This is an optimization exercise on Yosys and OpenROAD, whose aim is small area, a short achievable clock period and few clock cycles, not a production implementation.
In this exercise RTL edits were held to simulation tests only and were not proved equivalent to the original.
Power and IR drop assume default switching activity.

==> build 58: inputs <==
## lpr_tune
module lpr_tune #(
    parameter [6:0] CFG_BASE_NOTE = 7'd24,
    parameter [6:0] CFG_PB_RANGE  = 7'd1,
    parameter       CFG_ZONE      = 1'b0,
    parameter [6:0] CFG_NUMCH     = 7'd15
) (
    input  wire        clk,
    input  wire        rst,
    input  wire        cmd_valid,
    input  wire [31:0] cmd,
    output wire        cmd_ready,
    output reg         resp_valid,
    output reg  [63:0] resp
);
export LEC_CHECK = 0
export ABC_AREA = 1
export CAP_MARGIN = 20
export CORE_MARGIN = 2
export CORE_UTILIZATION = 40
export CTS_BUF_LIST = sky130_fd_sc_hd__clkbuf_8
export CTS_CLUSTER_SIZE = 20
export SLEW_MARGIN = 20
create_clock -name core_clock -period 10.0 [get_ports {clk}]
standard.sh (not shown) runs the stock make flow with config.mk's settings and CLKGATE_MAP_FILE= SYNTH_SCRIPT=/design/flow/synth_recipe.tcl, a recipe that flattens the netlist after the stock synthesis.
==> flow/flow/run.sh <==
#!/bin/bash
set -o pipefail
export BUFFER_PORTS_ARGS="-buffer_cell sky130_fd_sc_hd__buf_2"
export SETUP_SLACK_MARGIN=6.8
bash standard.sh > standard.log 2>&1
status=$?
tail -n 40 standard.log
exit $status
==> build 97 (differences from build 58) <==
==> flow/flow/run.sh (replaced) <==
#!/bin/bash
set -o pipefail
export BUFFER_PORTS_ARGS="-buffer_cell sky130_fd_sc_hd__buf_2"
bash standard.sh > standard.log 2>&1
status=$?
tail -n 40 standard.log
exit $status
--- a/flow/config.mk
+++ b/flow/config.mk
@@ -9,6 +9,4 @@
 export CAP_MARGIN = 20
 export CORE_MARGIN = 2
 export CORE_UTILIZATION = 40
-export CTS_BUF_LIST = sky130_fd_sc_hd__clkbuf_8
-export CTS_CLUSTER_SIZE = 20
 export SLEW_MARGIN = 20
==> out/results.ini <==
[outcome]
outcome=timing/DRC/antenna clean

[final_layout]
area_growth_pct=11.10
multi_input_area_share_pct=51.81

[power_and_ir_drop]
power_frac_seq_pct=35.9
total_power_mw=3.399
leakagePower_nw=9.035
clk-power_uw=930
clockPowerShare_pct=27.4

[worst_setup_path]
ff2ff_path_depth=8
cp.buffers_inverters=1
critPathSlowestCell=dfxtp_1
critPathMaxFanout=15

[clock_tree]
root_buffer=clkbuf_16

[sta]
period_share_pct=32.79
worst_pin_slew_ns=1.009

# the run above: build 97

==> out/results.ini <==
[outcome]
outcome=timing/DRC/antenna clean

[worst_setup_path]
crit_chain=nand2_1 > inv_1 > fa_1 > inv_1 > fa_1 > inv_1 > fa_1 > inv_1 > fa_1 > a22oi_1
critPathMaxFanout=12
cp.buffers_inverters=4
ff2ff_path_depth=10

[power_and_ir_drop]
total_power_mw=3.365
leakagePower_nw=9.116
power_frac_seq_pct=36.4
p_seq_mw=1.22
clk-power_uw=894

[global_routing]
gr-total-overflow=0

[sta]
worst_pin_slew_ns=0.9931

[clock_tree]
root_buffer=clkbuf_8

[drt]
highest_layer=met4
drtPass1Iterations=5

[final_layout]
nonClkBufAreaFrac_pct=3.240
multi_input_area_share_pct=51.72

# the run above: build 58

Testbench counts of build 58, summed over its fixed seeds: cycles 2,592.
Testbench counts of build 97, summed over its fixed seeds: cycles 2,592.

========
==> inputs of job 3001 <==
Another version of the RTL of lpr_tune (not shown whole).
clock: 10.0 ns
lec_check: 0
abc_area: 1
cap_margin: 20
core_margin: 2
core_utilization: 40
slew_margin: 20
run.sh (not shown) runs the stock make flow with config.mk's settings and CLKGATE_MAP_FILE= SYNTH_SCRIPT=/design/flow/synth_recipe.tcl, a recipe that flattens the netlist after the stock synthesis.
Stock flow here: none of the scripts above is used.
==> job 3266 (differences from job 3001) <==
- CORE_UTILIZATION: 40 -> 65
==> job 6727 (differences from job 3001) <==
--- a/flow/design.v
+++ b/flow/design.v
@@ -87,79 +87,77 @@
     input  wire        rst,
     input  wire        cmd_valid,
     input  wire [31:0] cmd,
     output wire        cmd_ready,
     output reg         resp_valid,
     output reg  [63:0] resp
 );
-    assign cmd_ready = 1'b1;
-    reg       v1;
-    reg [5:0] op1;
-    reg [5:0] addr1;
-    reg [6:0] imm1;
-    reg       zlo1;       
-    always @(posedge clk) begin
-        if (rst) v1 <= 1'b0;
-        else     v1 <= cmd_valid;
-        op1   <= cmd[31:26];
-        addr1 <= cmd[25:20];
-        imm1  <= cmd[19:13];
-        zlo1  <= (cmd[12:0] == 13'd0);
-    end
-    wire z_a    = (addr1 == 6'd0);
-    wire z_i    = (imm1 == 7'd0);
-    wire z_all  = z_a && z_i && zlo1;
-    wire z_addr = z_i && zlo1;
-    wire z_imm  = z_a && zlo1;
-    wire is_nop  = (op1 == 6'h00) && z_all;
-    wire is_base = (op1 == 6'h01) && z_imm;
-    wire is_rng  = (op1 == 6'h02) && z_imm;
-    wire is_get  = (op1 == 6'h03) && z_addr;
-    wire is_rom  = (op1 == 6'h04) && z_addr;
-    wire is_stat = (op1 == 6'h15) && z_all;
-    wire is_pre  = is_rng && z_i;
+    wire [5:0] op  = cmd[31:26];
+    wire [6:0] imm = cmd[19:13];
+    wire z_all  = (cmd[25:0] == 26'd0);
+    wire z_addr = (cmd[19:0] == 20'd0);
+    wire z_imm  = (cmd[25:20] == 6'd0) && (cmd[12:0] == 13'd0);
+    wire is_nop  = (op == 6'h00) && z_all;
+    wire is_base = (op == 6'h01) && z_imm;
+    wire is_rng  = (op == 6'h02) && z_imm;
+    wire is_get  = (op == 6'h03) && z_addr;
+    wire is_rom  = (op == 6'h04) && z_addr;
+    wire is_stat = (op == 6'h15) && z_all;
+    wire imm_z   = (imm == 7'd0);
+    wire is_pre  = is_rng && imm_z;
     wire is_ill  = !(is_nop || is_base || is_rng || is_get || is_rom || is_stat);
+    assign cmd_ready = 1'b1;
     reg [6:0] base_note;
     reg [6:0] pb_range;
     reg       sticky;
-    reg [2:0] rng_e;
-    reg [5:0] rng_n;
-    reg [2:0] e_i;
-    always @(*) begin
-        casez (imm1)
-            7'b1??????: e_i = 3'd6;
-            7'b01?????: e_i = 3'd5;
-            7'b001????: e_i = 3'd4;
-            7'b0001???: e_i = 3'd3;
-            7'b00001??: e_i = 3'd2;
-            7'b000001?: e_i = 3'd1;
-            default:    e_i = 3'd0;
-        endcase
-    end
-    wire [6:0] rn_i = imm1 << (3'd6 - e_i);
+    wire [5:0] lohi0;
+    wire       swap0, diag0;
+    lpr_tone_fold u_fold (.addr(cmd[25:20]), .lohi(lohi0), .swap(swap0), .diag(diag0));
+    reg       v1, get1, rom1, stat1, err1, ill1;
+    reg [5:0] lohi1;
+    reg       swap1, diag1;
     always @(posedge clk) begin
         if (rst) begin
             base_note <= CFG_BASE_NOTE;
             pb_range  <= CFG_PB_RANGE;
-            rng_e     <= 3'd0;
-            rng_n     <= 6'd0;
             sticky    <= 1'b0;
-        end else if (v1) begin
-            if (is_base) base_note <= imm1;
-            if (is_rng && !z_i) begin
-                pb_range <= imm1;
-                rng_e    <= e_i;
-                rng_n    <= rn_i[5:0];
+            v1        <= 1'b0;
+        end else begin
+            v1 <= cmd_valid;
+            if (cmd_valid) begin
+                if (is_base) base_note <= imm;
+                if (is_rng && !imm_z) pb_range <= imm;
+                if (is_ill || is_pre) sticky <= 1'b1;
             end
-            if (is_ill || is_pre) sticky <= 1'b1;
         end
+        get1  <= is_get;
+        rom1  <= is_rom;
+        stat1 <= is_stat;
+        err1  <= is_ill | is_pre;
+        ill1  <= is_ill;
+        lohi1 <= lohi0;
+        swap1 <= swap0;
+        diag1 <= diag0;
+    end
+    reg [2:0] e_r;
+    always @(*) begin
+        casez (pb_range)
+            7'b1??????: e_r = 3'd6;
+            7'b01?????: e_r = 3'd5;
+            7'b001????: e_r = 3'd4;
+            7'b0001???: e_r = 3'd3;
+            7'b00001??: e_r = 3'd2;
+            7'b000001?: e_r = 3'd1;
+            default:    e_r = 3'd0;
+        endcase
     end
+    wire [6:0] rn = pb_range << (3'd6 - e_r);
     reg [12:0] m_tab;
     always @(*) begin
-        case (rng_n)
+        case (rn[5:0])
             6'd0 : m_tab = 13'd0;
             6'd1 : m_tab = 13'd7940;
             6'd2 : m_tab = 13'd7696;
             6'd3 : m_tab = 13'd7459;
             6'd4 : m_tab = 13'd7229;
             6'd5 : m_tab = 13'd7005;
             6'd6 : m_tab = 13'd6788;
@@ -220,39 +218,40 @@
             6'd61: m_tab = 13'd197;
             6'd62: m_tab = 13'd131;
             6'd63: m_tab = 13'd65;
             default: m_tab = 13'd0;
         endcase
     end
     reg [12:0] ml;      
-    reg [2:0]  msh;     
+    reg [2:0]  msh1;    
+    reg [2:0]  msh2;    
     always @(posedge clk) begin
-        ml  <= m_tab;
-        msh <= rng_e + {2'd0, (rng_n != 6'd0)};
+        ml   <= m_tab;
+        msh1 <= e_r + {2'd0, (rn[5:0] != 6'd0)};
+        msh2 <= msh1;
     end
-    wire [5:0]  lohi1;
-    wire        swap1, diag1;
     wire [39:0] e1, rd1;
-    lpr_tone_fold     u_fold   (.addr(addr1), .lohi(lohi1), .swap(swap1), .diag(diag1));
-    lpr_tone_rom_half u_half   (.lohi(lohi1), .e(e1));
-    lpr_tone_unfold   u_unfold (.e(e1), .swap(swap1), .diag(diag1), .data(rd1));
+    lpr_tone_rom_half u_half (.lohi(lohi1), .e(e1));
+    lpr_tone_unfold u_unfold (.e(e1), .swap(swap1), .diag(diag1), .data(rd1));
+    wire [7:0] note_sum = {1'b0, base_note} + {4'd0, rd1[35:32]};
+    wire [6:0] note_sat = note_sum[7] ? 7'd127 : note_sum[6:0];
     reg        v2, get2, rom2, stat2, err2, ill2;
     reg [39:0] rd2;
+    reg [6:0]  aux2;
     always @(posedge clk) begin
         if (rst) v2 <= 1'b0;
         else     v2 <= v1;
-        get2  <= is_get;
-        rom2  <= is_rom;
-        stat2 <= is_stat;
-        err2  <= is_ill | is_pre;
-        ill2  <= is_ill;
-        rd2   <= rd1;
+        get2  <= get1;
+        rom2  <= rom1;
+        stat2 <= stat1;
+        err2  <= err1;
+        ill2  <= ill1;
+        rd2   <= stat1 ? {32'd0, pb_range, sticky} : rd1;
+        aux2  <= stat1 ? base_note : note_sat;
     end
-    wire [7:0] note_sum = {1'b0, base_note} + {4'd0, rd2[35:32]};
-    wire [6:0] note_sat = note_sum[7] ? 7'd127 : note_sum[6:0];
     wire [12:0] dd = rd2[31:19];
     wire fs0 = (dd[9] & ml[0]) ^ (dd[8] & ml[1]);
     wire fc0 = (dd[9] & ml[0]) & (dd[8] & ml[1]);
     wire fs1 = (dd[10] & ml[0]) ^ (dd[9] & ml[1]) ^ (dd[8] & ml[2]);
     wire fc1 = ((dd[10] & ml[0]) & (dd[9] & ml[1])) | ((dd[8] & ml[2]) & ((dd[10] & ml[0]) ^ (dd[9] & ml[1])));
     wire fs2 = (dd[7] & ml[3]) ^ (dd[6] & ml[4]);
     wire fc2 = (dd[7] & ml[3]) & (dd[6] & ml[4]);
@@ -485,24 +484,22 @@
         if (rst) v3 <= 1'b0;
         else     v3 <= v2;
         get3  <= get2;
         rom3  <= rom2;
         stat3 <= stat2;
         err3  <= err2;
         ill3  <= ill2;
-        pl3   <= get2  ? {5'd0, sx, {sy[17], sy[16], sy[15], sy[14], sy[13], sy[12], sy[11], sy[10], sy[9], sy[8], sy[7], sy[6], sy[5], sy[4], sy[3], sy[2], sy[1]}}
-               : stat2 ? {32'd0, pb_range, sticky}
-               : {rd2};
-        aux3  <= stat2 ? base_note : note_sat;
+        pl3   <= get2 ? {5'd0, sx, {sy[17], sy[16], sy[15], sy[14], sy[13], sy[12], sy[11], sy[10], sy[9], sy[8], sy[7], sy[6], sy[5], sy[4], sy[3], sy[2], sy[1]}} : {rd2};
+        aux3  <= aux2;
     end
     wire [17:0] sx3 = pl3[34:17];
     wire [17:0] sy3 = {pl3[16], pl3[15], pl3[14], pl3[13], pl3[12], pl3[11], pl3[10], pl3[9], pl3[8], pl3[7], pl3[6], pl3[5], pl3[4], pl3[3], pl3[2], pl3[1], pl3[0], 1'b0};
     wire [17:0] prod = sx3 + sy3;    
     wire [13:0] p_hi = prod[17:4];
-    wire [12:0] q = p_hi >> msh;
+    wire [12:0] q = p_hi >> msh2;
     wire [63:0] r_get  = {18'd0, aux3, 1'b1, q, 25'd0};
     wire [63:0] r_rom  = {2'd0, pl3[39:32], 22'd0, pl3[31:0]};
     wire [63:0] r_stat = {11'd0, pl3[0], CFG_ZONE, aux3, pl3[7:1], CFG_NUMCH, 30'd0};
     wire [63:0] r_next = {err3, ill3, 62'd0}
                        | (get3  ? r_get  : 64'd0)
                        | (rom3  ? r_rom  : 64'd0)
                        | (stat3 ? r_stat : 64'd0);
- ABC_AREA: 1 -> unset
==> results by group <==
Status
  • Status: timing/DRC/antenna clean

Drt
  • Uppermost routed layer: met4

Global route
  • Total global-route track usage: between 20% and 30%

Setup path
  • Req. time, crit path: 10.42 ns
  • Reg2Reg Depth: 16

Final layout
  • Final net count: 2356

Power and ir drop
  • Switch share: between 30% and 40%

Yosys
  • Yosys reg bits: around 220
[end of results for job 3001]
==> results by group <==
Status
  • Status: timing/DRC/antenna clean

Setup path
  • Reg2Reg Depth: 14
  • Req. time, crit path: 10.43 ns

Final layout
  • Final net count: 1945

Global route
  • Total global-route track usage: 23.3%

Yosys
  • Yosys reg bits: ~220

Power and ir drop
  • Switch share: 37.0%
[end of results for job 6727]
==> results by group <==
Status
  • Status: timing/DRC/antenna clean

Power and ir drop
  • Switch share: between 30% and 40%

Yosys
  • Yosys reg bits: roughly 220

Setup path
  • Req. time, crit path: approximately 10 ns
[end of results for job 3266]
Testbench counts of job 3001, summed over its fixed seeds: cycles 2,592.
Testbench counts of job 3266, summed over its fixed seeds: cycles 2,592.
Testbench counts of job 6727, summed over its fixed seeds: cycles 2,592.

[afterwards: timing with drivers on the ports]
Ports are ideal in the flow. The routed layouts listed here were re-timed in OpenROAD.
Step 1 (the two cells are an assumption about what drives the block):
set clk [get_ports {clk}]
set_driving_cell -lib_cell sky130_fd_sc_hd__clkbuf_16 $clk
set_driving_cell -lib_cell sky130_fd_sc_hd__buf_2 [delete_from_list [all_inputs] $clk]
Step 2, shift: input delay + t, output delay - t, t = (earliest + latest rising clock arrival at the registers) / 2. This alone moves slack from input paths to output paths.
Three values: ideal, step 1, step 2; two values: the first two.
run	shift t [ns]	slack for setup (ns)	clock arrival spread, ns	worst data-port slew with drivers (ns)
build 58	0.599	6.958 / 6.915 / 6.958	0.019 / 0.019	0.06
build 97	0.585	6.721 / 6.721 / 6.721	0.013 / 0.013	0.06
job 3001	0.590	5.882 / 5.882 / 5.882	0.018 / 0.018	0.05
job 3266	0.581	5.946 / 5.946 / 5.946	0.027 / 0.027	0.06
job 6727	0.582	5.352 / 5.352 / 5.352	0.023 / 0.024	0.05
After both steps every run listed still meets setup and hold.
